From an optimization exercise on the open Yosys and OpenROAD flow, aimed at small area; shortcuts taken in it are not production practice.
The RTL was checked by simulation tests, not by an equivalence proof against the original design.
Power is estimated from default activity; no workload was simulated.

==> flow/design.v <==
module irdata_core (
    input  wire        clk,
    input  wire        rst,           
    input  wire        cmd_valid,
    input  wire [79:0] cmd_word,
    output reg         busy,
    input  wire [7:0]  cap_len,
    output wire [7:0]  cap_addr,
    input  wire [15:0] cap_data,
    output wire        em_valid,
    output wire        em_mark,       
    output reg  [15:0] em_dur,        
    input  wire        em_ready,
    output reg  [2:0]  res_status,
    output reg         res_kind,
    output wire [2:0]  res_ctype,
    output reg  [6:0]  res_bits,
    output reg  [63:0] res_value,
    output wire [7:0]  res_proto
);
    localparam [1:0] SEC_HM   = 2'd0;     
    localparam [1:0] SEC_HS   = 2'd1;     
    localparam [1:0] SEC_BODY = 2'd2;     
    localparam [1:0] SEC_NOP  = 2'd3;     
    reg        mode;          
    reg [1:0]  sec;
    reg [7:0]  pos;
    reg        mflag;         
    reg [63:0] tx;            
    wire m9000 = (cap_data >= 16'd6750) && (cap_data <= 16'd11250);
    wire m4500 = (cap_data >= 16'd3375) && (cap_data <= 16'd5625);
    wire m560  = (cap_data >= 16'd420)  && (cap_data <= 16'd700);
    wire m1690 = (cap_data >= 16'd1268) && (cap_data <= 16'd2112);
    assign cap_addr  = pos;
    assign res_ctype = res_kind ? res_value[2:0] : 3'd0;
    wire   st_ok     = (res_status == 3'd1);
    assign res_proto = {1'b0, st_ok, 2'b00, st_ok, 2'b00, st_ok};
    wire   s_end    = &pos[7:1];
    wire [5:0]  tx_j  = ~pos[6:1];                  
    wire [63:0] tx_r  = {tx[62:0], tx[63]};         
    wire   tx_bit   = tx_r[tx_j];
    assign em_valid = busy && !mode && (sec != SEC_NOP);
    assign em_mark  = sec[1] ? !pos[0] : !sec[0];
    always @(*) begin
        case (sec)
            SEC_HM:  em_dur = 16'd9000;
            SEC_HS:  em_dur = 16'd4500;
            default: em_dur = !pos[0] ? 16'd560 :
                              s_end   ? 16'd0   :
                              tx_bit  ? 16'd1690 : 16'd560;
        endcase
    end
    wire hs = em_valid && em_ready;
    wire [1:0] cmd_op    = cmd_word[1:0];
    wire [2:0] cmd_ctype = cmd_word[4:2];
    wire [7:0] cmd_count = cmd_word[15:8];
    wire ctype_ok  = (cmd_ctype >= 3'd1) && (cmd_ctype <= 3'd4);
    wire cmd_ok    = cmd_op[1] || (cmd_op[0] && ctype_ok);
    wire op_dec    = cmd_op[1] && cmd_op[0];
    wire count_big = cmd_count > 8'd64;
    wire start_dec = cmd_valid && op_dec;       
    wire [6:0] snd_n = cmd_op[1] ? cmd_count[6:0] : 7'd8;
    wire d_hdr    = (pos[7:2] == 6'd0);
    wire d_hspace = (pos == 8'd3);
    wire d_first  = (pos == 8'd5);
    function automatic lt8;
        input [7:0] a;
        input [7:0] b;
        integer i;
        reg r;
        begin
            r = 1'b0;
            for (i = 0; i < 8; i = i + 1)
                r = (!a[i] && b[i]) || (!(a[i] && !b[i]) && r);
            lt8 = r;
        end
    endfunction
    wire in_range = lt8(pos, cap_len);
    wire d_bit    = mflag && m1690;
    wire d_mark   = !d_hdr && !pos[0];
    wire d_space  = !d_hdr && pos[0];
    wire d_stop   = d_mark && (res_kind ? (pos[4] && pos[2])
                                        : ((pos[7] && pos[2]) || !in_range));
    wire short_c  = cap_len < 8'd6;
    wire hdr_bad  = !(mflag && m4500);
    wire [7:0] cb = res_value[7:0];
    wire pfx_bad  = cb[7:3] != 5'b10100;
    wire typ_bad  = !((cb[2:0] >= 3'd1) && (cb[2:0] <= 3'd4));
    wire d_fail   = (d_hspace && (short_c || hdr_bad)) ||
                    (d_stop && res_kind && (pfx_bad || typ_bad));
    wire [2:0] fail_code = d_hspace ? (short_c ? 3'd2 : 3'd3)
                                    : (pfx_bad ? 3'd4 : 3'd5);
    wire dec      = busy && mode;
    wire v_clr   = rst || (!busy && start_dec) || (dec && d_fail);
    wire v_sh    = !rst && dec && d_space;
    wire v_hold  = !v_clr && !v_sh;
    wire [63:0] v_next = ({64{v_sh}} & {res_value[62:0], d_bit}) |
                         ({64{v_hold}} & res_value);
    always @(posedge clk) res_value <= v_next;
    wire b_inc  = !rst && dec && d_space;
    wire b_hold = !rst && !(dec && (d_space || d_fail)) && !(!busy && start_dec);
    wire [6:0] b_next = ({7{b_inc}} & (res_bits + 7'd1)) | ({7{b_hold}} & res_bits);
    always @(posedge clk) res_bits <= b_next;
    wire [63:0] tx_in = {cmd_word[79:24],
                         cmd_op[1] ? cmd_word[23:16] : {5'b10100, cmd_ctype}};
    wire t_ld   = !busy && cmd_valid;
    wire [63:0] t_next = ({64{t_ld}} & tx_in) | ({64{busy}} & tx);
    always @(posedge clk) tx <= t_next;
    always @(posedge clk) begin
        mflag <= d_hdr ? m9000 : (m560 && in_range);
        if (!busy) begin
            mode <= op_dec;
            sec  <= (cmd_op == 2'b10 && count_big) ? SEC_NOP : SEC_HM;
            pos  <= op_dec ? 8'd1 : {~snd_n, 1'b0};
        end else if (mode) begin
            pos <= pos + 8'd1;
        end else if (hs) begin
            if (sec == SEC_BODY) pos <= pos + 8'd1;
            else sec <= sec + 2'd1;
        end
        if (rst) begin
            busy       <= 1'b0;
            res_status <= 3'd0;
            res_kind   <= 1'b0;
        end else if (!busy) begin
            if (cmd_valid && cmd_ok) busy <= 1'b1;
        end else if (mode) begin
            if (d_fail) begin
                busy       <= 1'b0;
                res_status <= fail_code;
                res_kind   <= 1'b0;
            end else if (d_stop) begin
                busy       <= 1'b0;
                res_status <= 3'd1;
            end else if (d_first) begin
                res_kind   <= d_bit;
            end
        end else begin
            if ((sec == SEC_NOP) || (hs && s_end && pos[0])) busy <= 1'b0;
        end
    end
endmodule
==> flow/config.mk <==
export PLATFORM = sky130hd
export DESIGN_NAME = irdata_core
export DESIGN_NICKNAME = irdata_core
export VERILOG_FILES = /design/flow/design.v
export SDC_FILE = /design/flow/constraint.sdc
export NUM_CORES = 4
export LEC_CHECK = 0
export CAP_MARGIN = 20
export CORE_MARGIN = 2
export CORE_UTILIZATION = 40
export SLEW_MARGIN = 20
==> flow/constraint.sdc <==
create_clock -name core_clock -period 10.0 [get_ports {clk}]
set_input_delay 2.0000 -clock core_clock [delete_from_list [all_inputs] [get_ports {clk}]]
set_output_delay 2.0000 -clock core_clock [all_outputs]
set_load 0.01 [all_outputs]
standard.sh (not shown) runs the stock make flow with config.mk's settings and CLKGATE_MAP_FILE= SYNTH_SCRIPT=/design/flow/synth_recipe.tcl, a recipe that flattens the netlist after the stock synthesis.
==> flow/flow/run.sh <==
#!/bin/bash
# Layout with ORFS through the standard.sh: standard synthesis, then the
# standard steps with smaller port buffers, no ABC buffers kept, and a clock
# tree of small buffers without dummy loads.
set -euo pipefail
bash standard.sh synth > synth.log 2>&1
bash standard.sh \
  REMOVE_ABC_BUFFERS=1 \
  "BUFFER_PORTS_ARGS=-buffer_cell sky130_fd_sc_hd__buf_1" \
  "CTS_ARGS=-sink_clustering_enable -repair_clock_nets -dont_use_dummy_load -buf_list {sky130_fd_sc_hd__clkbuf_4 sky130_fd_sc_hd__clkbuf_8}" \
  finish > layout.log 2>&1
Edit:
--- a/flow/design.v
+++ b/flow/design.v
@@ -62,21 +62,9 @@
     wire [6:0] snd_n = cmd_op[1] ? cmd_count[6:0] : 7'd8;
     wire d_hdr    = (pos[7:2] == 6'd0);
     wire d_hspace = (pos == 8'd3);
     wire d_first  = (pos == 8'd5);
-    function automatic lt8;
-        input [7:0] a;
-        input [7:0] b;
-        integer i;
-        reg r;
-        begin
-            r = 1'b0;
-            for (i = 0; i < 8; i = i + 1)
-                r = (!a[i] && b[i]) || (!(a[i] && !b[i]) && r);
-            lt8 = r;
-        end
-    endfunction
-    wire in_range = lt8(pos, cap_len);
+    wire in_range = pos < cap_len;
     wire d_bit    = mflag && m1690;
     wire d_mark   = !d_hdr && !pos[0];
     wire d_space  = !d_hdr && pos[0];
     wire d_stop   = d_mark && (res_kind ? (pos[4] && pos[2])
@@ -96,11 +84,12 @@
     wire v_hold  = !v_clr && !v_sh;
     wire [63:0] v_next = ({64{v_sh}} & {res_value[62:0], d_bit}) |
                          ({64{v_hold}} & res_value);
     always @(posedge clk) res_value <= v_next;
-    wire b_inc  = !rst && dec && d_space;
-    wire b_hold = !rst && !(dec && (d_space || d_fail)) && !(!busy && start_dec);
-    wire [6:0] b_next = ({7{b_inc}} & (res_bits + 7'd1)) | ({7{b_hold}} & res_bits);
+    wire [6:0] n_dec = {pos[7:2] - 6'd1, pos[1]};    
+    wire b_ld   = !rst && dec && d_stop && !d_fail;
+    wire b_hold = !rst && !(dec && (d_stop || d_fail));
+    wire [6:0] b_next = ({7{b_ld}} & n_dec) | ({7{b_hold}} & res_bits);
     always @(posedge clk) res_bits <= b_next;
     wire [63:0] tx_in = {cmd_word[79:24],
                          cmd_op[1] ? cmd_word[23:16] : {5'b10100, cmd_ctype}};
     wire t_ld   = !busy && cmd_valid;
=> The new run completed without violations; routed wire length went down by about 1.7%; power is about the same; utilization went up by 0.14 points; die area went up by about 0.7%; critical path depth went down by 1.

-- port drivers added, routing unchanged --
How much do the figures lean on ideal ports? The routed layouts below were timed once more, with nothing changed but the port constraints.
Step 1: set_driving_cell puts a clkbuf_16 on clk and a buf_2 on each other input, an assumption about the parent block.
Step 2 also shifts input and output timing later by t, the mid clock arrival at the registers, as if the neighbouring blocks saw the same clock.
Slacks: ideal ports / drivers / drivers and shift; pairs: ideal ports / drivers.
run	shift t [ns]	slack for setup (ns)	worst hold slack (ns)	worst setup path after step 2
the first run	0.470	4.753 / 4.717 / 5.187	0.457 / 0.457 / 0.457	register to output
the second run	0.453	4.759 / 4.724 / 5.177	0.465 / 0.465 / 0.465	register to output
After both steps setup and hold are still met in every run listed.
